Context: an optimization exercise on an open-source flow, tuned for small area. The choices shown serve that exercise and are no tape-out recipe.
At most, simulation tests tie the RTL to the original design; equivalence was not proved.
Function not checked in runs 2, 3 and 7: the RTL went through the layout flow alone.
Power and IR drop assume default switching activity.

==> design/flow/design.v <==
module ung_rx_parser (
    input  wire        clk,
    input  wire        rst,           
    input  wire        rx_valid,
    input  wire [7:0]  rx_byte,
    output reg         evt_valid,
    output reg  [7:0]  evt_addr,
    output reg  [31:0] evt_w0,
    output reg  [31:0] evt_volume,
    output reg  [31:0] evt_amount,
    output reg  [31:0] evt_price
);
    localparam [7:0]  FRAME_END   = 8'hFA;
    localparam [5:0]  BUF_MAX     = 6'd63;           
    localparam [33:0] PRICE_LIMIT = 34'd99999999;
    function [15:0] crc_step;
        input [15:0] c_in;
        input [7:0]  b;
        integer i;
        reg [15:0] c;
        begin
            c = c_in ^ {b, 8'h00};
            for (i = 0; i < 8; i = i + 1)
                c = c[15] ? ((c << 1) ^ 16'h1021) : (c << 1);
            crc_step = c;
        end
    endfunction
    function bcd_ok;
        input [7:0] b;
        bcd_ok = (b[7:4] <= 4'd9) && (b[3:0] <= 4'd9);
    endfunction
    function [31:0] bcd4_to_bin;
        input [31:0] s;
        begin
            bcd4_to_bin = s[31:28] * 32'd10000000 + s[27:24] * 32'd1000000 +
                          s[23:20] * 32'd100000   + s[19:16] * 32'd10000 +
                          s[15:12] * 32'd1000     + s[11:8]  * 32'd100 +
                          s[7:4]   * 32'd10       + {28'd0, s[3:0]};
        end
    endfunction
    function bcd4_ok;
        input [31:0] s;
        bcd4_ok = bcd_ok(s[31:24]) && bcd_ok(s[23:16]) &&
                  bcd_ok(s[15:8])  && bcd_ok(s[7:0]);
    endfunction
    reg        discard;         
    reg [5:0]  cnt;             
    reg [7:0]  win0, win1, win2;  
    reg [15:0] crc;             
    reg [7:0]  f_addr;          
    reg [7:0]  f_trans;         
    reg [7:0]  f_len;           
    reg [7:0]  f_d0;            
    reg [7:0]  f_d1;            
    reg [31:0] f_vol_bcd;       
    reg [31:0] f_amt_bcd;       
    reg [26:0] f_price;         
    reg        f_price_bad;     
    reg        f_price_over;    
    wire       take    = rx_valid && !discard;
    wire       is_end  = (rx_byte == FRAME_END);
    wire [5:0] body_ix = cnt - 6'd3;             
    wire       shift_out = (cnt >= 6'd3);
    wire [7:0]  out_byte   = win0;
    wire [33:0] price_next = f_price * 34'd100 + out_byte[7:4] * 34'd10 + {30'd0, out_byte[3:0]};
    wire crc_match = (crc == {win1, win0});
    wire long_ok   = (cnt >= 6'd7);                           
    wire is_81     = (f_trans == 8'h81);
    wire is_83     = (f_trans == 8'h83);
    wire st_form   = is_81 && (f_d0 == 8'h00) && (f_len >= 8'd2);
    wire va_form   = is_81 && (f_d0 == 8'h04) && (f_len >= 8'd8);
    wire st_ok     = st_form && (cnt >= 6'd9);
    wire va_ok     = va_form && (cnt >= 6'd16) && bcd4_ok(f_vol_bcd) && bcd4_ok(f_amt_bcd);
    wire np_ok     = is_83 && (cnt >= 6'd10) && !f_price_bad && !f_price_over;
    wire decode_ok = long_ok && crc_match && (st_ok || va_ok || np_ok);
    always @(posedge clk) begin
        if (rst) begin
            discard      <= 1'b0;
            cnt          <= 6'd0;
            crc          <= 16'hFFFF;
            f_price      <= 27'd0;
            f_price_bad  <= 1'b0;
            f_price_over <= 1'b0;
            evt_valid    <= 1'b0;
        end else begin
            evt_valid <= 1'b0;
            if (rx_valid && discard) begin
                if (is_end)
                    discard <= 1'b0;
            end else if (take && is_end) begin
                if (decode_ok) begin
                    evt_valid  <= 1'b1;
                    evt_addr   <= f_addr;
                    evt_w0     <= 32'd0;
                    evt_volume <= 32'd0;
                    evt_amount <= 32'd0;
                    evt_price  <= 32'd0;
                    if (st_ok) begin
                        evt_w0[0]    <= 1'b1;
                        evt_w0[15:8] <= f_d1;
                    end else if (va_ok) begin
                        evt_w0[1]  <= 1'b1;
                        evt_w0[2]  <= 1'b1;
                        evt_volume <= bcd4_to_bin(f_vol_bcd);
                        evt_amount <= bcd4_to_bin(f_amt_bcd);
                    end else begin
                        evt_w0[3]     <= 1'b1;
                        evt_w0[4]     <= 1'b1;
                        evt_w0[5]     <= 1'b1;
                        evt_w0[19:16] <= f_d1[3:0];
                        evt_w0[20]    <= f_d1[4];
                        evt_price     <= {5'd0, f_price};
                    end
                end
                cnt          <= 6'd0;
                crc          <= 16'hFFFF;
                f_price      <= 27'd0;
                f_price_bad  <= 1'b0;
                f_price_over <= 1'b0;
            end else if (take && cnt == BUF_MAX) begin
                discard      <= 1'b1;
                cnt          <= 6'd0;
                crc          <= 16'hFFFF;
                f_price      <= 27'd0;
                f_price_bad  <= 1'b0;
                f_price_over <= 1'b0;
            end else if (take) begin
                cnt  <= cnt + 6'd1;
                win0 <= win1;
                win1 <= win2;
                win2 <= rx_byte;
                if (shift_out) begin
                    crc <= crc_step(crc, out_byte);
                    case (body_ix)
                        6'd0:  f_addr  <= out_byte;
                        6'd2:  f_trans <= out_byte;
                        6'd3:  f_len   <= out_byte;
                        6'd4:  f_d0    <= out_byte;
                        6'd5:  f_d1    <= out_byte;
                        default: ;
                    endcase
                    if (body_ix >= 6'd5 && body_ix <= 6'd8)
                        f_vol_bcd <= {f_vol_bcd[23:0], out_byte};
                    if (body_ix >= 6'd9 && body_ix <= 6'd12)
                        f_amt_bcd <= {f_amt_bcd[23:0], out_byte};
                    if (body_ix >= 6'd6 && !f_price_bad && !f_price_over) begin
                        if (!bcd_ok(out_byte))
                            f_price_bad <= 1'b1;
                        else if (price_next > PRICE_LIMIT)
                            f_price_over <= 1'b1;
                        else
                            f_price <= price_next[26:0];
                    end
                end
            end
        end
    end
endmodule
==> design/flow/run.sh <==
#!/bin/bash
# synth_recipe.tcl (not shown) runs the flow's synth.tcl, then flattens the netlist and writes it again
# the make line also repeats each setting of config.mk as NAME=value (left out here)
make -C /OpenROAD-flow-scripts/flow DESIGN_CONFIG=/design/flow/config.mk WORK_HOME=/design/flow/orfs CLKGATE_MAP_FILE= SYNTH_SCRIPT=/design/flow/synth_recipe.tcl finish
==> design/flow/config.mk <==
export PLATFORM = sky130hd
export DESIGN_NAME = ung_rx_parser
export DESIGN_NICKNAME = ung_rx_parser
export VERILOG_FILES = /design/flow/design.v
export SDC_FILE = /design/flow/constraint.sdc
export NUM_CORES = 4
export LEC_CHECK = 0
export CAP_MARGIN = 20
export CORE_MARGIN = 2
export CORE_UTILIZATION = 40
export PLACE_DENSITY = 0.6
export SLEW_MARGIN = 20
==> design/flow/constraint.sdc <==
create_clock -name core_clock -period 10.0 [get_ports {clk}]
set_input_delay 2.0000 -clock core_clock [delete_from_list [all_inputs] [get_ports {clk}]]
set_output_delay 2.0000 -clock core_clock [all_outputs]
set_load 0.01 [all_outputs]
==> results of run 1 <==
[report_power, final]
group / leakage [nW] / internal, mW / switching, mW
sequential: 2.41 / 1.29 / 0.00795
clock: 0.622 / 0.829 / 0.583
combinational: 10.7 / 0.0329 / 0.0521
[worst reg2reg max path: stages, from the launching register on]
cell and delay [ns]:
edfxtp_1 0.53, fa_1 0.70, inv_1 0.09, fa_1 0.51, inv_1 0.04, ha_1 0.33
a21oi_1 0.25, xnor2_1 0.12, fa_1 0.50, inv_1 0.05, fa_1 0.47, inv_1 0.05
fa_1 0.48, ha_1 0.31, ha_1 0.30, inv_1 0.06, o21bai_1 0.16, a21oi_1 0.11
o21ai_0 0.27, nand2_1 0.17, a2111oi_0 0.86, o31ai_1 0.29, o2111ai_1 0.34, o31ai_1 0.12
xor2_1 0.13, nor2_1 0.05
[synth_stat cells, types with 21 or more instances]
cell,n
buf_4,27
fa_1,166
nor2b_1,29
nand2_1,126
nor3_1,51
a21oi_1,136
inv_1,354
xnor2_1,130
edfxtp_1,236
o21a_1,21
nor2_1,97
nand3_1,40
ha_1,487
clkbuf_1,36
o21ai_0,64
mux2i_1,21
xor2_1,81
nand2b_1,28
a21o_1,42
and2_1,56
dfxtp_1,53
[logic make-up after synthesis]
group / Yosys count / synth area share [%]
AOI/OAI and AO/OA: 455 / 11.4
muxes: 22 / 0.814
adders and majority gates: 653 / 34.6
xor gates and xnor gates: 212 / 6.88
other: 1 / 0.0138
and+or+nand+nor: 528 / 9.90
DFF: 289 / 30.0
buffers and inverters: 428 / 6.36
[flip-flops by register name, summed over array words and instances, names as in the netlist, 16 cells and up]
| register | cells |
|---|---|
| evt_amount | 29 |
| f_price | 27 |
| evt_volume | 29 |
| f_vol_bcd | 32 |
| crc | 16 |
| f_amt_bcd | 32 |
| evt_price | 27 |
| evt_w0 | 16 |
[area by class of cell]
cell class | instances | area (um2)
fill | 6273 | 36600
multi-input combinational | 1894 | 17400
sequential | 289 | 8150
timing repair buffer | 139 | 1370
inverter | 355 | 1330
tap | 873 | 1090
clock buffer | 45 | 997
clock inverter | 25 | 298
[how the worst min path moves through the flow]
stage | from | to | slack, ns | cells past startpoint
after floorplan | f_addr[0] | evt_addr[0] | 0.40 | 0
after global placement | win2[1] | win1[1] | 0.40 | 0
after detailed placement | win2[2] | win1[2] | 0.41 | 0
after CTS | f_addr[1] | evt_addr[1] | 0.42 | 0
after global routing | win2[7] | win1[7] | 0.42 | 0
final | f_addr[1] | evt_addr[1] | 0.41 | 0
[routing by layer]
layer | wire (um) | track usage [%] | up-vias
li1 | - | - | 9225
met1 | 29400 | 24.4 | 8880
met3 | 2450 | 2.97 | 94
met5 | 0 | 0 | -
met2 | 30400 | 31.7 | 309
met4 | 1910 | 5.76 | 0
[cell usage in the layout, fill, tap and decap left out, drive strengths merged, types with 7 or more instances in the layout]
cell type and count:
edfxtp 236, nand2b 28, and2 56, clkdlybuf4s50 123, dfxtp 53, and3 14
mux2i 21, o31ai 8, a41oi 13, xor2 81, fa 166, ha 487
or2 17, clkinv 17, nor2 98, nand2 126, xnor2 130, nand4 20
or3 13, o2111ai 8, conb 24, nor3 51, buf 16, nand3 40
a21o 42, a211o 7, a31oi 19, a2111oi 8, inv 355, o21bai 19
o21a 21, a211oi 28, o22ai 11, nor2b 29, nor3b 7, o21ai 70
clkbuf 45, o211a 7, a21oi 140, o211ai 16
[through the flow]
step,power [mW],area (um2),instances,hold WS (ns)
global route,2.89,30700,3620,0.423
global placement,1.41,29400,3549,0.402
CTS,2.84,30700,3619,0.416
finish,2.80,30700,3620,0.415
floorplan,1.39,27300,2611,0.400
detailed placement,1.41,29400,3549,0.405
==> out/qor.csv, run 1 <==
metric,value,unit
part of the cycle the worst path needs,75.6,%
crit-path leading delay family,adder cells,
first drt pass iteration count,5,
leakage power,13.7,nW
critical path arrival,7.87,ns
total congestion overflow,0,
leading area contributor after synthesis,edfxtp_1,
vias in the first global route,19443,
CTS Sinks,289,
share of layout cells above drive strength 1,4.73,%
Post-synth top flop,edfxtp_1,
# DRC,0,
critical path depth in cells,25,
CTS tree,yes,
setup TNS,0,ns
CP Launch Type,flip-flop,
Cell variety after synth,88,
global-route wire length before repair,105,mm
Mapped Area,27200,um2
"Clk Latency, worst-skew pair",0.58,ns
sequential area share after synthesis,30.0,%
number of buffers added on ports,123,
Clock Skew,0.0202,ns
Peak VDD IR,0.000106,V
IO Count,148,
Detail Route Antenna Nets,0,
Worst Path Required,10.31,ns
GRT Total Usage,18.7,%
die span in x,265,um
maximum clock rate,0.132,GHz
largest net degree at the start of global routing,60,
Post-CTS Resized,0,
hold_buf cts,0,
Worst-path clk slew,0.06,ns
Critical Path Fanout Max,8,
Synth async-reset ratio,0,%
status,finished clean,
Detailed Place HPWL,51.0,mm
Post-Syn Instances,2588,
pre-CTS setup slack,2.47,ns
Max Buffers Root-to-Sink,3,
"Area growth, synth to finish",12.9,%
Post-synth EDFFs,236,
Avg Inst Size Synth,10.5,um2
"slowest stage cell, crit path",a2111oi_0,
Worst Setup EP,evt_volume[27],
Power Density,91.2,nW/um2
antenna violations before repair,0,
final hold viol count,0,
HP Class,flip-flop to flip-flop,
Crit path buffers/inverters,5,
violation count after the first detailed-route iteration,880,
routed via count,18508,
r2r setup slk,2.44,ns
max_cap viols,0,
CTS Root Cell,clkbuf_16,
worst slew pin tran,1.02,ns
unrepaired setup endpoints after global routing,no,
Worst setup startpoint,f_vol_bcd[13],
Initial Util,40.4,%
post-CTS setup buffer count,0,
Max Slew Vio Count,0,
die area,70100,um2
antenna cells,0,
Nets,3381,
H-tree levels,2,
register bit total from synthesis,289,
crit path time final,7.56,ns
yosys warns,1,
Inserted Clock Buffers,38,
Reg-to-Reg Start,f_vol_bcd[13],
Post-Route WL,64.1,mm
Max-slew headroom,32.1,%
top-area cell type share of the netlist area,26.1,%
R2R Path End,evt_volume[27],
final setup vio count,0,
final core utilization,45.6,%
wire per inst,17.7,um
Placer Congestion,0.906,
critical path's largest stage delay,0.86,ns
Die H,265,um
core box area,67300,um2
top post-synthesis cells by area,"edfxtp_1, ha_1, fa_1, inv_1, xnor2_1",
Crit. End Element,flip-flop,
num rows,95,
vias per cell,5.11,
reg2reg path depth,25,
slack of the critical path,2.44,ns
kind of critical path,flip-flop to flip-flop,
==> inputs of run 2 (changes only) <==
==> design/flow/design.v (replaced) <==
module ung_rx_parser (
    input  wire        clk,
    input  wire        rst,           
    input  wire        rx_valid,
    input  wire [7:0]  rx_byte,
    output reg         evt_valid,
    output wire [7:0]  evt_addr,
    output wire [31:0] evt_w0,
    output wire [31:0] evt_volume,
    output wire [31:0] evt_amount,
    output wire [31:0] evt_price
);
    function [15:0] crc_step;
        input [15:0] c_in;
        input [7:0]  b;
        integer i;
        reg [15:0] c;
        begin
            c = c_in ^ {b, 8'h00};
            for (i = 0; i < 8; i = i + 1)
                c = c[15] ? ((c << 1) ^ 16'h1021) : (c << 1);
            crc_step = c;
        end
    endfunction
    function [26:0] rca27;
        input [26:0] a;
        input [26:0] b;
        input        cin;
        integer i;
        reg c;
        begin
            c = cin;
            for (i = 0; i < 27; i = i + 1) begin
                rca27[i] = a[i] ^ b[i] ^ c;
                c = (a[i] & b[i]) | (c & (a[i] ^ b[i]));
            end
        end
    endfunction
    reg        discard;
    reg [5:0]  cnt;               
    reg [7:0]  win0, win1, win2;  
    reg [15:0] crc;               
    reg [7:0]  addr;
    reg        k_st, k_va, k_pr;  
    reg        bad;               
    reg [26:0] acc;
    reg [26:0] hold;
    wire is_end = (rx_byte == 8'hFA);
    wire push   = rx_valid && !discard && !is_end;
    wire step   = push && (cnt >= 6'd3);                       
    wire [5:0] k = cnt - 6'd3;                                
    wire [3:0] nh = win0[7:4];
    wire [3:0] nl = win0[3:0];
    wire       bcd_ok = (nh <= 4'd9) && (nl <= 4'd9);
    wire va_win = k_va && (k >= 6'd5) && (k <= 6'd12);
    wire pr_win = k_pr && (k >= 6'd6);
    wire first  = k_va ? (k == 6'd5 || k == 6'd9) : (k == 6'd6);
    wire [19:0] acc_m = first ? 20'd0 : acc[19:0];
    wire [6:0]  dval = {nh, 3'b000} + {2'b00, nh, 1'b0} + {3'b000, nl};
    wire [26:0] op1 = {acc_m, dval};
    wire [26:0] op2 = ~{2'b00, acc_m, 5'd0};
    wire [26:0] op3 = {5'b0, acc_m, 2'd0};
    wire [26:0] csa_s = op1 ^ op2 ^ op3;
    wire [26:0] csa_c = {(op1[25:0] & op2[25:0]) | (op1[25:0] & op3[25:0]) |
                         (op2[25:0] & op3[25:0]), 1'b0};
    wire [26:0] acc_next = rca27(csa_s, csa_c, 1'b1);
    wire        big = (acc >= 27'd1000000);
    wire crc_match = (crc == {win1, win0});
    wire decode_ok = crc_match &&
                     ((k_st && cnt >= 6'd9) ||
                      (k_va && cnt >= 6'd16 && !bad) ||
                      (k_pr && cnt >= 6'd10 && !bad));
    always @(posedge clk) begin
        if (rst) begin
            discard   <= 1'b0;
            cnt       <= 6'd0;
            evt_valid <= 1'b0;
        end else begin
            evt_valid <= rx_valid && !discard && is_end && decode_ok;
            if (rx_valid) begin
                if (discard) begin
                    if (is_end) discard <= 1'b0;
                end else if (is_end) begin
                    cnt <= 6'd0;
                end else if (cnt == 6'd63) begin
                    cnt     <= 6'd0;
                    discard <= 1'b1;
                end else begin
                    cnt <= cnt + 6'd1;
                end
            end
        end
    end
    always @(posedge clk) begin
        if (push) begin
            win0 <= win1;
            win1 <= win2;
            win2 <= rx_byte;
        end
        if (step) begin
            crc <= crc_step((k == 6'd0) ? 16'hFFFF : crc, win0);
            if (k == 6'd0) addr <= win0;
            if (k == 6'd2) begin
                k_st <= (win0 == 8'h81);
                k_pr <= (win0 == 8'h83);
                k_va <= 1'b0;
            end
            if (k == 6'd3) begin
                k_st <= k_st && (win0 >= 8'd2);
                k_va <= k_st && (win0 >= 8'd8);
            end
            if (k == 6'd4) begin
                k_st <= k_st && (win0 == 8'h00);
                k_va <= k_va && (win0 == 8'h04);
                bad  <= 1'b0;
            end
            if (k == 6'd5)
                hold[7:0] <= win0;
            if (k == 6'd9 && k_va)
                hold <= acc;
            if (va_win || pr_win) begin
                acc <= acc_next;
                if (!bcd_ok || (pr_win && !first && big))
                    bad <= 1'b1;
            end
        end
    end
    assign evt_addr   = addr;
    assign evt_w0     = {11'd0, k_pr & hold[4], {4{k_pr}} & hold[3:0],
                         {8{k_st}} & hold[7:0], 2'b00,
                         k_pr, k_pr, k_pr, k_va, k_va, k_st};
    assign evt_volume = {5'd0, {27{k_va}} & hold};
    assign evt_amount = {5'd0, {27{k_va}} & acc};
    assign evt_price  = {5'd0, {27{k_pr}} & acc};
endmodule
--- a/design/flow/config.mk
+++ b/design/flow/config.mk
@@ -8,5 +8,6 @@
 export CAP_MARGIN = 20
 export CORE_MARGIN = 2
 export CORE_UTILIZATION = 40
+export CTS_BUF_LIST = sky130_fd_sc_hd__clkbuf_4
 export PLACE_DENSITY = 0.6
 export SLEW_MARGIN = 20
==> out/qor.csv, run 2 <==
metric,value,unit
status,finished with violations,
Failing Checks,setup timing,
Clock Skew,0.0247,ns
Cell variety after synth,66,
worst hold path startpoint,win2[3],
die span in x,141,um
violation count after the first detailed-route iteration,241,
part of the cycle the worst path needs,101,%
XOR/XNOR Fraction of Synth Area,6.94,%
CTS tree,yes,
number of buffers added on ports,119,
CP Launch Type,flip-flop,
Post-Syn Instances,663,
global-route wire length before repair,27.9,mm
met1 usage,23.3,%
sequential area share after synthesis,44.7,%
Non-Filler Instances,1062,
Post-synth EDFFs,106,
Inserted Clock Buffers,17,
worst slew pin tran,1.07,ns
leakage power,3.70,nW
Detailed Place HPWL,13.5,mm
Worst setup startpoint,cnt[0],
top post-synthesis cells by area,"edfxtp_1, fa_1, and2_1, xor2_1, buf_4",
Crit path buffers/inverters,3,
Placer Congestion,0.858,
HP Class,flip-flop to flip-flop,
Post-Route WL,17.6,mm
hold_buf cts,0,
vias per cell,4.81,
num rows,50,
Synth Area in Simple Gates,17.5,%
Cells after DPL,1024,
Worst-path clk slew,0.10,ns
maximum clock rate,0.0992,GHz
IO Count,148,
max_cap viols,0,
Worst Path Required,10.43,ns
register bit total from synthesis,114,
met3 GRT Util,4.01,%
routed via count,5110,
Nets,888,
antenna violations before repair,1,
Die H,141,um
final setup vio count,1,
Most common cell on crit path,fa_2,
Crit. End Element,flip-flop,
largest net degree at the start of global routing,55,
Post-synth top flop,edfxtp_1,
Max Slew Vio Count,0,
Reg-to-Reg Start,cnt[0],
combinational family with the most area after synthesis,simple AND/OR/NAND/NOR gates,
die area,19800,um2
Compound-Gate Fraction of Synth Area,6.05,%
Max-slew headroom,28.8,%
first drt pass iteration count,5,
GRT Total Usage,18.3,%
# DRC,0,
CTS Root Cell,clkbuf_4,
Top Registers,"acc x27, hold x27, crc x16",
"Clk Latency, worst-skew pair",0.56,ns
list of most frequent post-synthesis cells,"and2_1, edfxtp_1, inv_1",
WHS,0.431,ns
Peak VDD IR,0.0000996,V
"slowest stage cell, crit path",or4_4,
Avg Inst Size Synth,11.3,um2
Synth async-reset ratio,0,%
final hold viol count,0,
critical path arrival,10.51,ns
"commonest non-fill, non-tap cell in the layout",clkdlybuf4s50_1,
leading area contributor after synthesis,edfxtp_1,
share of layout cells above drive strength 1,16.4,%
crit-path leading delay family,adder cells,
CTS Sinks,114,
Detail Route Antenna Nets,0,
Synth Area in Adders,14.8,%
wire per inst,16.6,um
total congestion overflow,0,
crit path time final,10.08,ns
critical path's largest stage delay,0.42,ns
Critical Path Fanout Max,6,
Power Density,114,nW/um2
Initial Util,40.4,%
unrepaired setup endpoints after global routing,yes,
top-area cell type share of the netlist area,42.5,%
yosys warns,1,
multiplexer share of the synthesized area,1.49,%
H-tree levels,4,
cell with the most instances after synthesis,and2_1,
slack of the critical path,-0.0837,ns
"Area growth, synth to finish",27.6,%
M2 GR Usage,31.9,%
core box area,18500,um2
GRT busiest layer,met2,
Mapped Area,7480,um2
Max Buffers Root-to-Sink,2,
kind of critical path,flip-flop to flip-flop,
vias in the first global route,5082,
most frequent cells in the layout,"clkdlybuf4s50_1, and2_1, edfxtp_1, inv_1, buf_4",
[run 2: kinds of logic (layout without fill, tap and decap cells)]
| family | after synthesis | count (layout) |
|---|---|---|
| AOI/OAI and AO/OA | 66 | 66 |
| xor gates and xnor gates | 52 | 52 |
| adders and majority gates | 63 | 63 |
| buffers and inverters | 127 | 264 |
| DFF | 114 | 114 |
| muxes | 10 | 10 |
| other | 1 | 29 |
| and+or+nand+nor | 230 | 230 |
[run 2: worst register-to-register path: cells and delay by family, from the launching register on]
| family | cells | cell delay [ns] |
|---|---|---|
| flip-flops | 1 | 0.40 |
| AO/OA/AOI/OAI | 2 | 0.37 |
| AND/OR/NAND/NOR | 3 | 0.61 |
| buffers and inverters | 3 | 0.15 |
| adder cells (fa/ha/maj) | 26 | 8.45 |
[run 2: path summary, 6_finish.rpt]
path / to / slack [ns] / cells past startpoint
max: acc[25] / -0.08 / 34
min: win1[3] / 0.43 / 0
max reg2reg: acc[25] / -0.08 / 34
min reg2reg: win1[3] / 0.43 / 0
[run 2: metal layers]
layer  up-vias  part of all wire, %
li1       2477                    -
met1      2460                   43
met4         0                  1.1
met2       156                   50
met5         -                    0
met3        17                  5.3
[run 2: cell type report]
type | instances | area [um2]
antenna | 1 | 2.50
clock buffer | 17 | 128
clock inverter | 15 | 203
fill | 1636 | 8970
inverter | 60 | 225
multi-input combinational | 449 | 3720
sequential | 114 | 3350
tap | 234 | 293
timing repair buffer | 172 | 1630
[run 2: metrics by stage]
step | cell area [um2] | TNS [ns] | util [%] | setup WS (ns) | power (mW)
after floorplan | 7690 | -0.0819 | - | -0.0819 | 0.661
after global placement | 9130 | -0.0781 | 49.3 | -0.0781 | 0.695
after detailed placement | 9130 | -0.222 | 49.3 | -0.158 | 0.701
after CTS | 9480 | -0.0730 | 51.2 | -0.0730 | 1.10
after global routing | 9550 | -0.587 | 51.6 | -0.290 | 1.13
final | 9550 | -0.0837 | 51.6 | -0.0837 | 1.09
[run 2: repair_timing]
item                                    CTS  global route
resized for setup                         5             5
pin swaps                                 0             1
buffers inserted                          2             2
endpoints found under the setup margin    2             3
[run 2: power breakdown]
part / total [mW] / switching, mW / internal [mW]
Clock: 0.396 / 0.196 / 0.201
Sequential: 0.549 / 0.00891 / 0.540
Combinational: 0.142 / 0.0749 / 0.0673
Total: 1.09 / 0.280 / 0.808
==> inputs of run 3 (changes only) <==
--- a/design/flow/config.mk
+++ b/design/flow/config.mk
@@ -8,6 +8,8 @@
 export CAP_MARGIN = 20
 export CORE_MARGIN = 2
 export CORE_UTILIZATION = 40
-export CTS_BUF_LIST = sky130_fd_sc_hd__clkbuf_4
+export CTS_BUF_LIST = sky130_fd_sc_hd__clkbuf_8
+export CTS_CLUSTER_DIAMETER = 100
+export CTS_CLUSTER_SIZE = 40
 export PLACE_DENSITY = 0.6
 export SLEW_MARGIN = 20
==> out/qor.csv, run 3 <==
metric,value,unit
unrepaired setup endpoints after global routing,yes,
top-area cell type share of the netlist area,42.5,%
Critical Path Fanout Max,6,
IO Count,148,
antenna violations before repair,0,
final setup vio count,1,
Post-synth top flop,edfxtp_1,
r2r setup slk,-0.08,ns
Final Total Pwr,1.17,mW
register bit total from synthesis,114,
vias per cell,4.80,
"commonest non-fill, non-tap cell in the layout",clkdlybuf4s50_1,
dpl cell area,9130,um2
Nets,888,
"Clk Latency, worst-skew pair",0.44,ns
Inserted Clock Buffers,17,
critical path's largest stage delay,0.42,ns
part of the cycle the worst path needs,101,%
final instance area,9650,um2
kind of critical path,flip-flop to flip-flop,
Placer Congestion,0.858,
setup TNS,-0.0800,ns
worst slew pin tran,1.05,ns
cell with the most instances after synthesis,and2_1,
Power Density,121,nW/um2
Peak VDD IR,0.0000999,V
CP Launch Type,flip-flop,
Failing Checks,setup timing,
Die H,141,um
Synth async-reset ratio,0,%
Most common cell on crit path,fa_2,
hold_buf cts,0,
die span in x,141,um
Initial Util,40.4,%
Post-Route WL,17.6,mm
antenna cells,0,
Detailed Place HPWL,13.5,mm
max_cap viols,0,
Max-slew headroom,29.8,%
Post-Syn Instances,663,
Top Registers,"acc x27, hold x27, crc x16",
sequential area share after synthesis,44.7,%
yosys warns,1,
Avg Inst Size Synth,11.3,um2
Crit. End Element,flip-flop,
H-tree levels,4,
maximum clock rate,0.0992,GHz
final hold viol count,0,
GRT Total Usage,18.4,%
number of buffers added on ports,119,
vias in the first global route,5106,
Non-Filler Instances,1061,
violation count after the first detailed-route iteration,225,
status,finished with violations,
first drt pass iteration count,4,
"Area growth, synth to finish",29.0,%
Detail Route Antenna Nets,0,
core box area,18500,um2
# DRC,0,
CTS Sinks,114,
list of most frequent post-synthesis cells,"and2_1, edfxtp_1, inv_1",
Worst-path clk slew,0.07,ns
Mapped Area,7480,um2
share of layout cells above drive strength 1,16.4,%
Post-synth EDFFs,106,
die area,19800,um2
Max Slew Vio Count,0,
wire per inst,16.6,um
leading area contributor after synthesis,edfxtp_1,
num rows,50,
Clock Skew,0.0144,ns
Max Buffers Root-to-Sink,2,
final core utilization,52.1,%
CTS tree,yes,
most frequent cells in the layout,"clkdlybuf4s50_1, and2_1, edfxtp_1, inv_1, buf_4",
slack of the critical path,-0.0800,ns
largest net degree at the start of global routing,55,
total congestion overflow,0,
HP Class,flip-flop to flip-flop,
pre-CTS setup slack,-0.158,ns
Cells after DPL,1024,
global-route wire length before repair,28.0,mm
Worst Path Required,10.31,ns
leakage power,3.74,nW
CTS Root Cell,clkbuf_8,
"slowest stage cell, crit path",or4_4,
critical path arrival,10.39,ns
crit path time final,10.08,ns
WHS,0.422,ns
Cell variety after synth,66,
top post-synthesis cells by area,"edfxtp_1, fa_1, and2_1, xor2_1, buf_4",
routed via count,5098,
==> run 3: cell count changes in the layout (fill, tap and decap cells not counted), sizes merged <==
| cell | change |
|---|---|
| diode | -1 |
==> run 3: layout make-up <==
| cell class | count | area (um2) |
|---|---|---|
| tap | 234 | 293 |
| timing repair buffer | 172 | 1630 |
| fill | 1627 | 8860 |
| multi-input combinational | 449 | 3720 |
| sequential | 114 | 3350 |
| clock buffer | 17 | 234 |
| inverter | 60 | 225 |
| clock inverter | 15 | 203 |
==> run 3: cells by family (layout without fill, tap and decap cells) <==
kind of cell,count (synthesis),count (layout),share of synthesized area (%)
simple gates,230,230,17.5
buf+inv,127,264,8.51
flops,114,114,44.7
compound gates,66,66,6.05
fa+ha+maj,63,63,14.8
xor+xnor,52,52,6.94
mux,10,10,1.49
other cells,1,28,0.0501
==> run 3: final timing paths <==
| check | startpoint | end | cells after the start |
|---|---|---|---|
| setup / recovery | cnt[0] | acc[25] | 34 |
| hold / removal | win2[3] | win1[3] | 0 |
| setup reg to reg | cnt[0] | acc[25] | 34 |
| hold reg to reg | win2[3] | win1[3] | 0 |
==> run 3: power breakdown <==
group / switching (mW) / internal (mW)
registers: 0.00894 / 0.540
logic: 0.0751 / 0.0674
clock network: 0.205 / 0.274
==> run 3: per-layer routing <==
metal  vias up  wire length [um]  GRT usage [%]
li1       2468                 -              -
met1      2472              7810           23.3
met2       138              8870           31.8
met3        20               706           3.60
met4         0               259           6.16
met5         -                 0              0
==> run 3: critical path, delay by kind of cell, from the launching register on <==
family          cells  cell delay (ns)
fa+ha+maj          26             8.45
simple gates        3             0.61
flops               1             0.39
compound gates      2             0.37
buf+inv             3             0.15
==> run 3: what timing repair did <==
action / CTS / global route
endpoints found under the setup margin: 2 / 3
gates resized for setup: 5 / 5
setup buffers: 2 / 2
pin swaps: 0 / 1
==> inputs of run 4 (changes only) <==
--- a/design/flow/design.v
+++ b/design/flow/design.v
@@ -22,20 +22,6 @@
             crc_step = c;
         end
     endfunction
-    function [26:0] rca27;
-        input [26:0] a;
-        input [26:0] b;
-        input        cin;
-        integer i;
-        reg c;
-        begin
-            c = cin;
-            for (i = 0; i < 27; i = i + 1) begin
-                rca27[i] = a[i] ^ b[i] ^ c;
-                c = (a[i] & b[i]) | (c & (a[i] ^ b[i]));
-            end
-        end
-    endfunction
     reg        discard;
     reg [5:0]  cnt;               
     reg [7:0]  win0, win1, win2;  
@@ -56,14 +42,7 @@
     wire pr_win = k_pr && (k >= 6'd6);
     wire first  = k_va ? (k == 6'd5 || k == 6'd9) : (k == 6'd6);
     wire [19:0] acc_m = first ? 20'd0 : acc[19:0];
-    wire [6:0]  dval = {nh, 3'b000} + {2'b00, nh, 1'b0} + {3'b000, nl};
-    wire [26:0] op1 = {acc_m, dval};
-    wire [26:0] op2 = ~{2'b00, acc_m, 5'd0};
-    wire [26:0] op3 = {5'b0, acc_m, 2'd0};
-    wire [26:0] csa_s = op1 ^ op2 ^ op3;
-    wire [26:0] csa_c = {(op1[25:0] & op2[25:0]) | (op1[25:0] & op3[25:0]) |
-                         (op2[25:0] & op3[25:0]), 1'b0};
-    wire [26:0] acc_next = rca27(csa_s, csa_c, 1'b1);
+    wire [26:0] acc_next = acc_m * 27'd100 + nh * 27'd10 + {23'd0, nl};
     wire        big = (acc >= 27'd1000000);
     wire crc_match = (crc == {win1, win0});
     wire decode_ok = crc_match &&
--- a/design/flow/config.mk
+++ b/design/flow/config.mk
@@ -8,8 +8,5 @@
 export CAP_MARGIN = 20
 export CORE_MARGIN = 2
 export CORE_UTILIZATION = 40
-export CTS_BUF_LIST = sky130_fd_sc_hd__clkbuf_8
-export CTS_CLUSTER_DIAMETER = 100
-export CTS_CLUSTER_SIZE = 40
 export PLACE_DENSITY = 0.6
 export SLEW_MARGIN = 20
==> out/qor.csv, run 4 <==
metric,value,unit
CP Launch Type,flip-flop,
Post-Syn Instances,946,
unrepaired setup endpoints after global routing,no,
top post-synthesis cells by area,"edfxtp_1, ha_1, xnor2_1, and2_1, fa_1",
yosys warns,1,
num rows,55,
final hold viol count,0,
"Clk Latency, worst-skew pair",0.42,ns
Detail Route Antenna Nets,0,
Worst Path Required,10.16,ns
endpoint of the worst hold path,win1[7],
number of buffers added on ports,119,
Detailed Place HPWL,16.4,mm
reg2reg path depth,23,
fillcell total,2050,
Cell variety after synth,78,
Post-synth top flop,edfxtp_1,
clock share of power,42.9,%
vias per cell,5.08,
top-area cell type share of the netlist area,35.0,%
sequential area share after synthesis,36.7,%
Post-Route WL,21.7,mm
Sw Ratio,28.3,%
worst slew pin tran,0.995,ns
leading area contributor after synthesis,edfxtp_1,
r2r setup slk,2.96,ns
part of the cycle the worst path needs,70.4,%
wire per inst,16.3,um
routed via count,6758,
Die H,155,um
Crit. End Element,flip-flop,
violation count after the first detailed-route iteration,608,
most frequent cells in the layout,"clkdlybuf4s50_1, edfxtp_1, and2_1, inv_1, ha_1",
Sw Pwr,388,uW
Sequential Power Share,40.6,%
WHS,0.418,ns
status,finished clean,
CTS Root Cell,clkbuf_16,
IO Count,148,
global-route wire length before repair,35.2,mm
Initial Util,40.5,%
maximum clock rate,0.142,GHz
critical path arrival,7.20,ns
Peak VDD IR,0.000111,V
H-tree levels,4,
HP Class,flip-flop to flip-flop,
# DRC,0,
final setup vio count,0,
first drt pass iteration count,5,
Mapped Area,9100,um2
Placer Congestion,0.839,
R2R Path End,acc[26],
Critical Path Fanout Max,31,
hold_buf cts,0,
cell with the most instances after synthesis,edfxtp_1,
register bit total from synthesis,114,
Max Buffers Root-to-Sink,2,
Gate power share,16.4,%
Worst-path clk slew,0.06,ns
list of most frequent post-synthesis cells,"edfxtp_1, and2_1, inv_1",
max_cap viols,0,
leakage power,4.36,nW
total congestion overflow,0,
"Area growth, synth to finish",19.7,%
share of layout cells above drive strength 1,6.79,%
Post-CTS Resized,0,
Reg-to-Reg Start,cnt[0],
antenna violations before repair,0,
Clock Skew,0.0120,ns
Top Registers,"acc x27, hold x27, crc x16",
Max Slew Vio Count,0,
Synth async-reset ratio,0,%
largest net degree at the start of global routing,61,
Hold Crit Depth,0,
vias in the first global route,6486,
Power Density,126,nW/um2
post-CTS setup buffer count,0,
Post-synth EDFFs,106,
"commonest non-fill, non-tap cell in the layout",clkdlybuf4s50_1,
Power Internal,985,uW
Max-slew headroom,33.7,%
kind of critical path,flip-flop to flip-flop,
Nets,1135,
crit path time final,7.04,ns
die span in x,155,um
CTS tree,yes,
Final Total Pwr,1.37,mW
CTS Sinks,114,
worst hold path startpoint,win2[7],
Avg Inst Size Synth,9.62,um2
setup TNS,0,ns
Inserted Clock Buffers,17,
core box area,22500,um2
GRT Total Usage,18.5,%
Worst setup startpoint,cnt[0],
antenna cells,0,
die area,24000,um2
## run 4: worst max-delay path by stage
| stage | slack, ns | to | cells past startpoint |
|---|---|---|---|
| 2_1_floorplan | 4.47 | acc[26] | 25 |
| 6_report | 2.96 | acc[26] | 23 |
| 3_3_place_gp | 3.08 | acc[25] | 22 |
| 3_5_place_dp | 3.04 | acc[26] | 23 |
| 4_1_cts | 2.99 | acc[21] | 22 |
| 5_1_grt | 2.31 | acc[21] | 22 |
## run 4: cells by family after synthesis
family,synth area share [%]
AO/OA/AOI/OAI,9.00
flip-flops,36.7
AND/OR/NAND/NOR,20.3
buffers and inverters,8.48
other,0.0412
multiplexers,1.22
XOR/XNOR,10.2
adder cells (fa/ha/maj),14.0
## run 4: area by class of cell
type	count	area (um2)	area share, %
Multi-Input combinational cell	696	5100	46.8
Sequential cell	114	3340	30.7
Timing Repair Buffer	122	1220	11.2
Clock buffer	17	425	3.90
Tap cell	285	357	3.27
Inverter	81	304	2.79
Clock inverter	15	146	1.34
## run 4: per-stage QoR
stage | utilization [%] | setup WS [ns] | instances | area, um2
6_report | 48.4 | 2.96 | 1330 | 10900
5_1_grt | 48.4 | 2.31 | 1330 | 10900
2_1_floorplan | - | 4.47 | 973 | 9210
3_3_place_gp | 45.8 | 3.08 | 1297 | 10300
3_5_place_dp | 45.8 | 3.04 | 1297 | 10300
4_1_cts | 48.4 | 2.99 | 1329 | 10900
## run 4: power by group through the flow
stage | logic (mW) | clock network [mW] | registers, mW
global route | 0.253 | 0.614 | 0.560
global placement | 0.222 | 0 | 0.568
finish | 0.226 | 0.590 | 0.558
CTS | 0.224 | 0.598 | 0.558
floorplan | 0.189 | 0 | 0.557
detailed placement | 0.223 | 0 | 0.568
## run 4: layer usage
metal / up-vias / GRT usage (%) / wire length (um) / part of all wire [%]
li1: 3350 / - / - / -
met1: 3180 / 27.4 / 10900 / 50
met2: 207 / 28.7 / 9480 / 44
met3: 21 / 2.84 / 1100 / 5.1
met4: 0 / 4.14 / 202 / 0.93
met5: - / 0 / 0 / 0
## run 4: worst max-delay path, stage by stage (launching register included)
cell       delay [ns]
dfxtp_1          0.49
ha_1             0.51
nor3b_1          0.10
a31oi_1          0.16
nor3_1           0.06
a21oi_1          0.16
or4_1            0.54
and2_1           0.88
nand2_1          0.26
inv_1            0.15
ha_1             0.24
ha_1             0.28
inv_1            0.05
fa_1             0.50
inv_1            0.05
ha_1             0.40
a21oi_1          0.16
o21ai_0          0.15
a221oi_2         0.40
o21ai_0          0.17
xnor2_1          0.28
a2111oi_4        0.45
nand4_1          0.17
xnor2_1          0.17
==> inputs of run 5 (changes only) <==
--- a/design/flow/design.v
+++ b/design/flow/design.v
@@ -22,6 +22,20 @@
             crc_step = c;
         end
     endfunction
+    function [26:0] rca27;
+        input [26:0] a;
+        input [26:0] b;
+        input        cin;
+        integer i;
+        reg c;
+        begin
+            c = cin;
+            for (i = 0; i < 27; i = i + 1) begin
+                rca27[i] = a[i] ^ b[i] ^ c;
+                c = (a[i] & b[i]) | (c & (a[i] ^ b[i]));
+            end
+        end
+    endfunction
     reg        discard;
     reg [5:0]  cnt;               
     reg [7:0]  win0, win1, win2;  
@@ -29,21 +43,35 @@
     reg [7:0]  addr;
     reg        k_st, k_va, k_pr;  
     reg        bad;               
+    reg        first;             
     reg [26:0] acc;
     reg [26:0] hold;
     wire is_end = (rx_byte == 8'hFA);
     wire push   = rx_valid && !discard && !is_end;
-    wire step   = push && (cnt >= 6'd3);                       
-    wire [5:0] k = cnt - 6'd3;                                
+    wire step   = push && (cnt >= 6'd3);    
+    wire at0  = (cnt == 6'd3);
+    wire at2  = (cnt == 6'd5);
+    wire at3  = (cnt == 6'd6);
+    wire at4  = (cnt == 6'd7);
+    wire at5  = (cnt == 6'd8);
+    wire at8  = (cnt == 6'd11);
+    wire at9  = (cnt == 6'd12);
     wire [3:0] nh = win0[7:4];
     wire [3:0] nl = win0[3:0];
     wire       bcd_ok = (nh <= 4'd9) && (nl <= 4'd9);
-    wire va_win = k_va && (k >= 6'd5) && (k <= 6'd12);
-    wire pr_win = k_pr && (k >= 6'd6);
-    wire first  = k_va ? (k == 6'd5 || k == 6'd9) : (k == 6'd6);
+    wire va_win = k_va && (cnt >= 6'd8) && (cnt <= 6'd15);    
+    wire pr_win = k_pr && (cnt >= 6'd9);                      
     wire [19:0] acc_m = first ? 20'd0 : acc[19:0];
-    wire [26:0] acc_next = acc_m * 27'd100 + nh * 27'd10 + {23'd0, nl};
+    wire [26:0] op1 = {acc_m, nh[3] | nh[2], ~nh[2], nh[1], nh[0],
+                       nl[2] | nl[3], nl[1] | nl[3], nl[0] | nl[3]};
+    wire [26:0] op2 = {~{2'b00, acc_m}, nh[3], nh[2], nh[1], nh[0], nl[3]};
+    wire [26:0] op3 = {5'b0, acc_m, 1'b0, nl[3] & nl[0]};
+    wire [26:0] csa_s = op1 ^ op2 ^ op3;
+    wire [26:0] csa_c = {(op1[25:0] & op2[25:0]) | (op1[25:0] & op3[25:0]) |
+                         (op2[25:0] & op3[25:0]), 1'b0};
+    wire [26:0] acc_next = rca27(csa_s, csa_c, 1'b0);
     wire        big = (acc >= 27'd1000000);
+    wire va_next = k_va && (win0 == 8'h04);    
     wire crc_match = (crc == {win1, win0});
     wire decode_ok = crc_match &&
                      ((k_st && cnt >= 6'd9) ||
@@ -77,25 +105,26 @@
             win2 <= rx_byte;
         end
         if (step) begin
-            crc <= crc_step((k == 6'd0) ? 16'hFFFF : crc, win0);
-            if (k == 6'd0) addr <= win0;
-            if (k == 6'd2) begin
+            crc <= crc_step(at0 ? 16'hFFFF : crc, win0);
+            first <= (at4 && va_next) || (at8 && k_va) || (at5 && !k_va);
+            if (at0) addr <= win0;
+            if (at2) begin
                 k_st <= (win0 == 8'h81);
                 k_pr <= (win0 == 8'h83);
                 k_va <= 1'b0;
             end
-            if (k == 6'd3) begin
+            if (at3) begin
                 k_st <= k_st && (win0 >= 8'd2);
                 k_va <= k_st && (win0 >= 8'd8);
             end
-            if (k == 6'd4) begin
+            if (at4) begin
                 k_st <= k_st && (win0 == 8'h00);
-                k_va <= k_va && (win0 == 8'h04);
+                k_va <= va_next;
                 bad  <= 1'b0;
             end
-            if (k == 6'd5)
+            if (at5)
                 hold[7:0] <= win0;
-            if (k == 6'd9 && k_va)
+            if (at9 && k_va)
                 hold <= acc;
             if (va_win || pr_win) begin
                 acc <= acc_next;
--- a/design/flow/config.mk
+++ b/design/flow/config.mk
@@ -7,6 +7,6 @@
 export LEC_CHECK = 0
 export CAP_MARGIN = 20
 export CORE_MARGIN = 2
-export CORE_UTILIZATION = 40
+export CORE_UTILIZATION = 25
 export PLACE_DENSITY = 0.6
 export SLEW_MARGIN = 20
==> out/qor.csv, run 5 <==
metric,value,unit
Storage cell area,3370,um2
first drt pass iteration count,5,
routed via count,4558,
Crit. End Element,flip-flop,
final instance area,9090,um2
CTS Sinks,115,
antenna cells,0,
die area,29100,um2
Inserted Clock Buffers,17,
Reg-to-Reg Start,win0[3],
Nets,779,
most frequent cells in the layout,"clkdlybuf4s50_1, edfxtp_1, and2_1, inv_1, xnor2_1",
Placer Congestion,0.808,
Non-Filler Instances,1108,
"slowest stage cell, crit path",fa_1,
part of the cycle the worst path needs,97.6,%
Synth async-reset ratio,0,%
kind of critical path,flip-flop to flip-flop,
Mapped Area,6950,um2
top post-synthesis cells by area,"edfxtp_1, fa_1, and2_1, xnor2_1, buf_4",
critical path's largest stage delay,0.41,ns
Post-Syn Instances,597,
CP Launch Type,flip-flop,
maximum clock rate,0.102,GHz
Power Density,135,nW/um2
crit path time final,9.76,ns
max_cap viols,0,
Max-slew headroom,33.7,%
vias per cell,4.11,
global-route wire length before repair,25.4,mm
Critical Path Fanout Max,2,
CTS Root Cell,clkbuf_16,
H-tree levels,4,
vias in the first global route,4375,
CTS tree,yes,
die span in x,171,um
yosys warns,1,
final setup vio count,0,
largest net degree at the start of global routing,55,
sequential area share after synthesis,48.6,%
Worst Path Required,10.29,ns
Max Buffers Root-to-Sink,2,
"commonest non-fill, non-tap cell in the layout",clkdlybuf4s50_1,
multi-input logic area,3080,um2
HP Class,flip-flop to flip-flop,
Peak VDD IR,0.000122,V
wire per inst,14.8,um
Top Registers,"acc x27, hold x27, crc x16",
leakage power,3.37,nW
Cells after DPL,1076,
share of layout cells above drive strength 1,11.5,%
final hold viol count,0,
Post-synth EDFFs,107,
antenna violations before repair,0,
num rows,61,
Worst setup startpoint,win0[3],
Max Slew Vio Count,0,
Detailed Place HPWL,12.3,mm
leading area contributor after synthesis,edfxtp_1,
total congestion overflow,0,
violation count after the first detailed-route iteration,298,
"Clk Latency, worst-skew pair",0.42,ns
register bit total from synthesis,115,
Worst-path clk slew,0.06,ns
status,finished clean,
cell with the most instances after synthesis,edfxtp_1,
Cell variety after synth,52,
Clock Skew,0.00473,ns
Detail Route Antenna Nets,0,
fillcell total,2758,
"Area growth, synth to finish",30.8,%
core box area,27600,um2
dpl cell area,8480,um2
Post-Route WL,16.4,mm
list of most frequent post-synthesis cells,"edfxtp_1, and2_1, inv_1",
Avg Inst Size Synth,11.6,um2
worst hold path startpoint,win2[2],
worst slew pin tran,0.982,ns
IO Count,148,
Die H,171,um
Post-synth top flop,edfxtp_1,
number of buffers added on ports,119,
GRT Total Usage,11.5,%
# DRC,0,
Initial Util,25.2,%
top-area cell type share of the netlist area,46.2,%
critical path arrival,10.05,ns
==> run 5: cell types whose count changed in the layout (fill, tap and decap cells not counted), moves of 7 or more <==
cell     delta
inv_1      -14
o21a_1      -7
o21ai_0    -16
a21oi_1    -17
nor3_1      -8
nand3_1     -7
nor2_1     -53
xnor2_1    -37
nand2_1    -30
buf_4      +17
fa_1       +13
ha_1       -66
and3_1     -23
fa_2       +12
==> run 5: stage by stage <==
step | setup WS (ns) | utilization [%] | hold WS, ns | power, mW | TNS [ns]
floorplan | 0.0158 | - | 0.400 | 0.620 | 0
global placement | -0.0380 | 30.8 | 0.403 | 0.637 | -0.0380
detailed placement | -0.143 | 30.8 | 0.406 | 0.639 | -0.189
CTS | 0.0369 | 32.9 | 0.420 | 1.23 | 0
global route | -0.0156 | 33.0 | 0.422 | 1.26 | -0.0156
finish | 0.240 | 33.0 | 0.419 | 1.22 | 0
==> run 5: kinds of logic after synthesis <==
logic type                 count (synthesis)  synth area share [%]
buffers and inverters                    130                  9.22
adders and majority gates                 52                  13.9
muxes                                      9                  1.44
DFF                                      115                  48.6
other                                      1                0.0540
AOI/OAI and AO/OA                         44                  4.12
and+or+nand+nor                          192                  15.9
xor gates and xnor gates                  54                  6.81
==> run 5: critical path: cells and delay by family (launching register included) <==
kind | cells | cell delay [ns]
buf+inv | 2 | 0.13
fa+ha+maj | 24 | 8.49
simple gates | 1 | 0.33
xor+xnor | 2 | 0.29
flops | 1 | 0.38
==> run 5: path summary, 6_finish.rpt <==
check	end	slack [ns]	cells past startpoint
setup / recovery	acc[25]	0.24	29
hold / removal	win1[2]	0.42	0
setup reg to reg	acc[25]	0.24	29
hold reg to reg	win1[2]	0.42	0
==> run 5: per-layer routing <==
layer  track usage, %  part of all wire [%]  vias to the layer above  wire [um]
met5                0                     0                        -          0
met4             3.75                   1.1                        0        184
met3             2.78                   5.8                       13        951
met2             18.6                    48                      138       7850
met1             15.0                    45                     2256       7370
li1                 -                     -                     2151          -
==> run 5: repair_timing <==
item	in CTS	in global routing
setup buffers	0	0
setup endpoints to repair	2	3
hold buffers	0	0
resized for setup	4	6
==> run 5: report_power, final <==
group / switching (mW) / internal, mW
clock network: 0.227 / 0.367
logic: 0.0461 / 0.0362
registers: 0.00754 / 0.540
==> run 5: area by class of cell <==
cell class | count | area share [%]
Sequential cell | 115 | 37.1
Multi-Input combinational cell | 379 | 33.9
Timing Repair Buffer | 138 | 14.7
Tap cell | 378 | 5.20
Clock buffer | 17 | 4.68
Inverter | 66 | 2.73
Clock inverter | 15 | 1.72
==> inputs of run 6 (changes only) <==
==> design/flow/flow/run.sh (new file) <==
#!/bin/bash
# The standard layout (standard.sh: standard synthesis, floorplan, place,
# CTS, route, finish) with two settings changed:
#  - the port buffers that global placement inserts use the smallest buffer
#    cell instead of the default one;
#  - clock tree synthesis uses clkbuf_8 buffers and no dummy loads.
# Every ORFS step writes its full log under orfs/logs/; make's own output
# goes to make.log here.
set -euo pipefail
bash standard.sh \
  "BUFFER_PORTS_ARGS=-buffer_cell sky130_fd_sc_hd__buf_1" \
  "CTS_ARGS=-sink_clustering_enable -repair_clock_nets -dont_use_dummy_load -buf_list sky130_fd_sc_hd__clkbuf_8" \
  finish > make.log 2>&1
==> design/flow/standard.sh (new file) <==
#!/bin/bash
# synth_recipe.tcl (not shown) runs the flow's synth.tcl, then flattens the netlist and writes it again
# the make line also repeats each setting of config.mk as NAME=value (left out here)
make -C /OpenROAD-flow-scripts/flow DESIGN_CONFIG=/design/flow/config.mk WORK_HOME=/design/flow/orfs CLKGATE_MAP_FILE= SYNTH_SCRIPT=/design/flow/synth_recipe.tcl "${@:-finish}"
removed: design/flow/run.sh
==> out/qor.csv, run 6 <==
metric,value,unit
status,finished clean,
antenna violations before repair,0,
Nets,779,
"Area growth, synth to finish",15.3,%
Worst-path clk slew,0.08,ns
Initial Util,25.2,%
final core utilization,29.1,%
final hold viol count,0,
slack of the critical path,0.243,ns
num rows,61,
Synth async-reset ratio,0,%
list of most frequent post-synthesis cells,"edfxtp_1, and2_1, inv_1",
kind of critical path,flip-flop to flip-flop,
Clock Skew,0.0360,ns
CTS Sinks,115,
GRT Total Usage,11.2,%
final setup vio count,0,
CP Launch Type,flip-flop,
H-tree levels,4,
Post-Syn Instances,597,
number of buffers added on ports,119,
Post-synth EDFFs,107,
Detailed Place HPWL,12.1,mm
top-area cell type share of the netlist area,46.2,%
post-CTS setup buffer count,0,
Mapped Area,6950,um2
first drt pass iteration count,4,
"slowest stage cell, crit path",fa_1,
Power Density,116,nW/um2
die area,29100,um2
wire per inst,14.6,um
part of the cycle the worst path needs,97.6,%
critical path's largest stage delay,0.41,ns
worst slew pin tran,0.970,ns
cell with the most instances after synthesis,edfxtp_1,
top post-synthesis cells by area,"edfxtp_1, fa_1, and2_1, xnor2_1, buf_4",
CTS Root Cell,clkbuf_8,
yosys warns,1,
leading area contributor after synthesis,edfxtp_1,
share of layout cells above drive strength 1,9.93,%
leakage power,2.93,nW
core box area,27600,um2
maximum clock rate,0.102,GHz
most frequent cells in the layout,"buf_1, edfxtp_1, and2_1, inv_1, xnor2_1",
Post-synth top flop,edfxtp_1,
Placer Congestion,0.796,
max_cap viols,0,
sequential area share after synthesis,48.6,%
Die H,171,um
IO Count,148,
Critical Path Fanout Max,2,
global-route wire length before repair,24.5,mm
Inserted Clock Buffers,17,
"Clk Latency, worst-skew pair",0.45,ns
# DRC,0,
HP Class,flip-flop to flip-flop,
critical path arrival,10.05,ns
Crit. End Element,flip-flop,
vias per cell,4.08,
Max Slew Vio Count,0,
pre-CTS setup slack,-0.181,ns
Detail Route Antenna Nets,0,
antenna cells,0,
Peak VDD IR,0.0000734,V
crit path time final,9.76,ns
Cell variety after synth,52,
vias in the first global route,4278,
Most common cell on crit path,fa_2,
Post-Route WL,15.9,mm
CTS tree,yes,
Max-slew headroom,34.5,%
dpl cell area,7730,um2
Max Buffers Root-to-Sink,2,
final instance area,8010,um2
Avg Inst Size Synth,11.6,um2
hold_buf cts,0,
unrepaired setup endpoints after global routing,no,
routed via count,4460,
violation count after the first detailed-route iteration,313,
die span in x,171,um
Final Total Pwr,932,uW
"commonest non-fill, non-tap cell in the layout",buf_1,
register bit total from synthesis,115,
Top Registers,"acc x27, hold x27, crc x16",
largest net degree at the start of global routing,55,
Worst Path Required,10.29,ns
total congestion overflow,0,
[run 6: cell counts after synthesis]
No cell type changed its count.
[run 6: timing repair]
item,in CTS,in global routing
endpoints found under the setup margin,3,3
gates cloned,0,0
gates resized for setup,5,7
[run 6: final cells by class]
class	count	area, um2
clock buffer	17	234
fill	2844	19500
inverter	66	248
multi-input combinational	379	3090
sequential	115	3370
tap	378	473
timing repair buffer	138	593
[run 6: cells by family after synthesis]
logic type | share of synthesized area, %
fa+ha+maj | 13.9
buf+inv | 9.22
other cells | 0.0540
mux | 1.44
flops | 48.6
compound gates | 4.12
xor+xnor | 6.81
simple gates | 15.9
[run 6: final timing paths]
kind              depth (start not counted)       to  slack (ns)  startpoint
hold reg to reg                           0  win1[2]        0.42     win2[2]
setup / recovery                         29  acc[25]        0.24     win0[3]
hold / removal                            0  win1[2]        0.42     win2[2]
setup reg to reg                         29  acc[25]        0.24     win0[3]
[run 6: through the flow]
stage | hold slack, ns | instances | TNS, ns
2_1_floorplan | 0.400 | 624 | 0
3_3_place_gp | 0.401 | 1075 | -0.0433
3_5_place_dp | 0.405 | 1075 | -0.294
4_1_cts | 0.423 | 1092 | 0
5_1_grt | 0.431 | 1093 | 0
6_report | 0.418 | 1093 | 0
[run 6: report_power, final]
part           switching [mW]  leakage, nW  internal [mW]  total (mW)
clock                   0.155        0.122          0.148       0.304
combinational          0.0463         1.76         0.0340      0.0803
sequential            0.00770         1.04          0.540       0.547
[run 6: metal layers]
| layer | up-vias | GRT usage [%] | wire [um] |
|---|---|---|---|
| met5 | - | 0 | 0 |
| met4 | 0 | 3.90 | 249 |
| met3 | 16 | 2.66 | 995 |
| met2 | 157 | 18.2 | 7660 |
| met1 | 2152 | 14.5 | 7000 |
| li1 | 2135 | - | - |
[run 6: critical path: cells and delay by family, from the launching register on]
| family | cells | cell delay [ns] |
|---|---|---|
| flops | 1 | 0.37 |
| buf+inv | 2 | 0.13 |
| fa+ha+maj | 24 | 8.47 |
| simple gates | 1 | 0.34 |
| xor+xnor | 2 | 0.30 |
==> inputs of run 7 (changes only) <==
--- a/design/flow/design.v
+++ b/design/flow/design.v
@@ -62,14 +62,15 @@
     wire va_win = k_va && (cnt >= 6'd8) && (cnt <= 6'd15);    
     wire pr_win = k_pr && (cnt >= 6'd9);                      
     wire [19:0] acc_m = first ? 20'd0 : acc[19:0];
-    wire [26:0] op1 = {acc_m, nh[3] | nh[2], ~nh[2], nh[1], nh[0],
-                       nl[2] | nl[3], nl[1] | nl[3], nl[0] | nl[3]};
-    wire [26:0] op2 = {~{2'b00, acc_m}, nh[3], nh[2], nh[1], nh[0], nl[3]};
-    wire [26:0] op3 = {5'b0, acc_m, 1'b0, nl[3] & nl[0]};
-    wire [26:0] csa_s = op1 ^ op2 ^ op3;
-    wire [26:0] csa_c = {(op1[25:0] & op2[25:0]) | (op1[25:0] & op3[25:0]) |
-                         (op2[25:0] & op3[25:0]), 1'b0};
-    wire [26:0] acc_next = rca27(csa_s, csa_c, 1'b0);
+    wire h30 = nh[3] & nh[0];
+    wire [26:0] rx = {1'b0, acc_m, nh[2] | nh[3], nh[1] | nh[3], nh[0] | nh[3],
+                      nl[2] | nl[3], nl[1] | nl[3], nl[0] | nl[3]};
+    wire [26:0] ry = {2'b0, acc_m, nh[3], nh[2] | nh[3], nh[1] | h30, nh[0], nl[3]};
+    wire [26:0] rz = {5'b0, acc_m, h30, nl[3] & nl[0]};
+    wire [26:0] csa_s = rx ^ ry ^ rz;
+    wire [26:0] csa_c = {(rx[25:0] & ry[25:0]) | (rx[25:0] & rz[25:0]) |
+                         (ry[25:0] & rz[25:0]), h30};
+    wire [26:0] acc_next = rca27(csa_s, csa_c, h30);
     wire        big = (acc >= 27'd1000000);
     wire va_next = k_va && (win0 == 8'h04);    
     wire crc_match = (crc == {win1, win0});
--- a/design/flow/flow/run.sh
+++ b/design/flow/flow/run.sh
@@ -9,5 +9,5 @@
 set -euo pipefail
 bash standard.sh \
   "BUFFER_PORTS_ARGS=-buffer_cell sky130_fd_sc_hd__buf_1" \
-  "CTS_ARGS=-sink_clustering_enable -repair_clock_nets -dont_use_dummy_load -buf_list sky130_fd_sc_hd__clkbuf_8" \
+  "CTS_ARGS=-sink_clustering_enable -repair_clock_nets -dont_use_dummy_load -buf_list sky130_fd_sc_hd__clkbuf_8 -sink_clustering_size 40 -sink_clustering_max_diameter 200" \
   finish > make.log 2>&1
==> out/qor.csv, run 7 <==
metric,value,unit
status,finished clean,
Max Buffers Root-to-Sink,2,
Synth Area in Simple Gates,16.6,%
vias per cell,4.24,
Power Density,116,nW/um2
sequential area share after synthesis,48.8,%
Critical Path Fanout Max,4,
die area,29000,um2
Worst-path clk slew,0.07,ns
final hold viol count,0,
Post-Syn Instances,560,
Top Registers,"acc x27, hold x27, crc x16",
clock share of power,32.9,%
core box area,27000,um2
part of the cycle the worst path needs,96.7,%
Compound-Gate Fraction of Synth Area,5.51,%
Placer Congestion,0.788,
final setup vio count,0,
antenna violations before repair,0,
vias in the first global route,4265,
number of buffers added on ports,119,
HP Class,flip-flop to flip-flop,
die span in x,170,um
Most common cell on crit path,fa_2,
global-route wire length before repair,24.0,mm
CTS Root Cell,clkbuf_8,
unrepaired setup endpoints after global routing,no,
combinational family with the most area after synthesis,simple AND/OR/NAND/NOR gates,
"slowest stage cell, crit path",fa_1,
Post-synth top flop,edfxtp_1,
# DRC,0,
most frequent cells in the layout,"buf_1, edfxtp_1, and2_1, buf_4, conb_1",
register bit total from synthesis,115,
cell with the most instances after synthesis,edfxtp_1,
leakage power,2.87,nW
Max Slew Vio Count,0,
largest net degree at the start of global routing,44,
XOR/XNOR Fraction of Synth Area,6.76,%
Sw Ratio,22.7,%
critical path arrival,9.85,ns
share of layout cells above drive strength 1,13.5,%
yosys warns,1,
Worst Path Required,10.18,ns
maximum clock rate,0.103,GHz
Peak VDD IR,0.0000792,V
Max-slew headroom,25.3,%
GRT Total Usage,11.1,%
Mapped Area,6910,um2
Detail Route Antenna Nets,0,
Gate power share,8.6,%
Avg Inst Size Synth,12.3,um2
Post-synth EDFFs,107,
Initial Util,25.6,%
Synth Area in Adders,14.2,%
Non-Filler Instances,1032,
IO Count,148,
antenna cells,0,
wire per inst,15.4,um
routed via count,4375,
list of most frequent post-synthesis cells,"edfxtp_1, and2_1, fa_1",
Crit. End Element,flip-flop,
Sequential Power Share,58.5,%
Nets,757,
Sw Pwr,212,uW
kind of critical path,flip-flop to flip-flop,
top-area cell type share of the netlist area,46.5,%
WHS,0.415,ns
violation count after the first detailed-route iteration,269,
Clock Skew,0.0290,ns
CP Launch Type,flip-flop,
worst slew pin tran,1.12,ns
"Area growth, synth to finish",16.4,%
first drt pass iteration count,5,
Cells after DPL,1011,
Die H,170,um
max_cap viols,0,
crit path time final,9.67,ns
leading area contributor after synthesis,edfxtp_1,
CTS tree,yes,
total congestion overflow,0,
Power Internal,721,uW
top post-synthesis cells by area,"edfxtp_1, fa_1, and2_1, buf_4, xor2_1",
H-tree levels,4,
Cell variety after synth,56,
final core utilization,29.7,%
"Clk Latency, worst-skew pair",0.43,ns
Detailed Place HPWL,12.0,mm
multiplexer share of the synthesized area,1.12,%
final instance area,8040,um2
critical path's largest stage delay,0.48,ns
Post-Route WL,15.9,mm
"commonest non-fill, non-tap cell in the layout",buf_1,
Synth async-reset ratio,0,%
CTS Sinks,115,
num rows,60,
dpl cell area,7720,um2
Inserted Clock Buffers,17,
==> run 7: cell count changes after synthesis, moves of 5 or more <==
cell     change
nor2b_1     +13
xor2_1       +8
a21oi_1      -7
xnor2_1     -18
inv_1       -41
nor2_1       +5
nand2_1      -5
==> run 7: final timing paths <==
path	cells after the start	endpoint	slack, ns	from
max	32	acc[26]	0.33	win0[3]
min	0	win1[1]	0.42	win2[1]
max reg2reg	32	acc[26]	0.33	win0[3]
min reg2reg	0	win1[1]	0.42	win2[1]
==> run 7: through the flow <==
step	total power, mW	TNS (ns)	setup WS (ns)
2_1_floorplan	0.618	0	0.0147
3_3_place_gp	0.631	-0.0735	-0.0735
3_5_place_dp	0.633	-0.272	-0.233
4_1_cts	0.941	0	0.00674
5_1_grt	0.971	0	0.0117
6_report	0.933	0	0.333
==> run 7: timing repair <==
item | 4_1_cts | 5_1_grt
pin swaps | 1 | 1
buffers inserted | 2 | 1
endpoints found under the setup margin | 2 | 3
endpoints found under the hold margin | 0 | 0
resized for setup | 4 | 11
hold buffers | 0 | 0
==> run 7: cells by family (layout without fill, tap and decap cells) <==
group,after synthesis,in the layout
AND/OR/NAND/NOR,197,197
AO/OA/AOI/OAI,50,50
XOR/XNOR,49,49
multiplexers,7,7
flip-flops,115,115
buffers and inverters,88,192
other,1,28
adder cells (fa/ha/maj),53,53
==> run 7: area by class of cell <==
cell class | instances | area [um2]
timing repair buffer | 150 | 687
sequential | 115 | 3370
clock buffer | 17 | 234
multi-input combinational | 384 | 3220
fill | 2789 | 19000
tap | 341 | 427
inverter | 25 | 93.8
==> run 7: power groups by stage <==
stage / registers (mW) / logic, mW / clock network [mW]
floorplan: 0.553 / 0.0647 / 0
global placement: 0.556 / 0.0759 / 0
detailed placement: 0.556 / 0.0775 / 0
CTS: 0.546 / 0.0787 / 0.317
global route: 0.546 / 0.0902 / 0.334
finish: 0.546 / 0.0804 / 0.307
==> run 7: layer usage <==
| metal | vias up | GRT usage (%) | share of wire (%) |
|---|---|---|---|
| met2 | 114 | 18.2 | 50 |
| met4 | 0 | 4.31 | 1.5 |
| li1 | 2083 | - | - |
| met3 | 16 | 2.49 | 4.7 |
| met5 | - | 0 | 0 |
| met1 | 2162 | 14.2 | 44 |
==> run 7: worst max-delay path, delay by kind of cell (launching register included) <==
| kind | cells | cell delay, ns |
|---|---|---|
| buf+inv | 5 | 0.31 |
| simple gates | 2 | 0.43 |
| flops | 1 | 0.43 |
| fa+ha+maj | 25 | 8.27 |

[static timing again, ports no longer ideal]
The flow's constraints put no driver on any port. The routed layouts listed below were extracted and timed again, unchanged, in two steps.
Step 1 (the two cells are an assumption about what drives the block):
set clk [get_ports {clk}]
set_driving_cell -lib_cell sky130_fd_sc_hd__clkbuf_16 $clk
set_driving_cell -lib_cell sky130_fd_sc_hd__buf_2 [delete_from_list [all_inputs] $clk]
Step 2, shift: input delay + t, output delay - t, t = (earliest + latest rising clock arrival at the registers) / 2. This alone moves slack from input paths to output paths.
Three values: no drivers, after step 1, after step 2; two values: the first two.
run | t, ns | slack for setup (ns) | latest minus earliest clock arrival (ns)
run 1 | 0.639 | 2.440 / 2.440 / 2.440 | 0.026 / 0.027
run 2 | 0.585 | -0.084 / -0.084 / -0.084 | 0.025 / 0.025
run 3 | 0.473 | -0.080 / -0.080 / -0.080 | 0.014 / 0.014
run 4 | 0.452 | 2.960 / 2.960 / 2.960 | 0.013 / 0.012
run 5 | 0.457 | 0.240 / 0.240 / 0.240 | 0.006 / 0.006
run 6 | 0.470 | 0.243 / 0.243 / 0.243 | 0.037 / 0.037
run 7 | 0.453 | 0.333 / 0.333 / 0.333 | 0.029 / 0.029
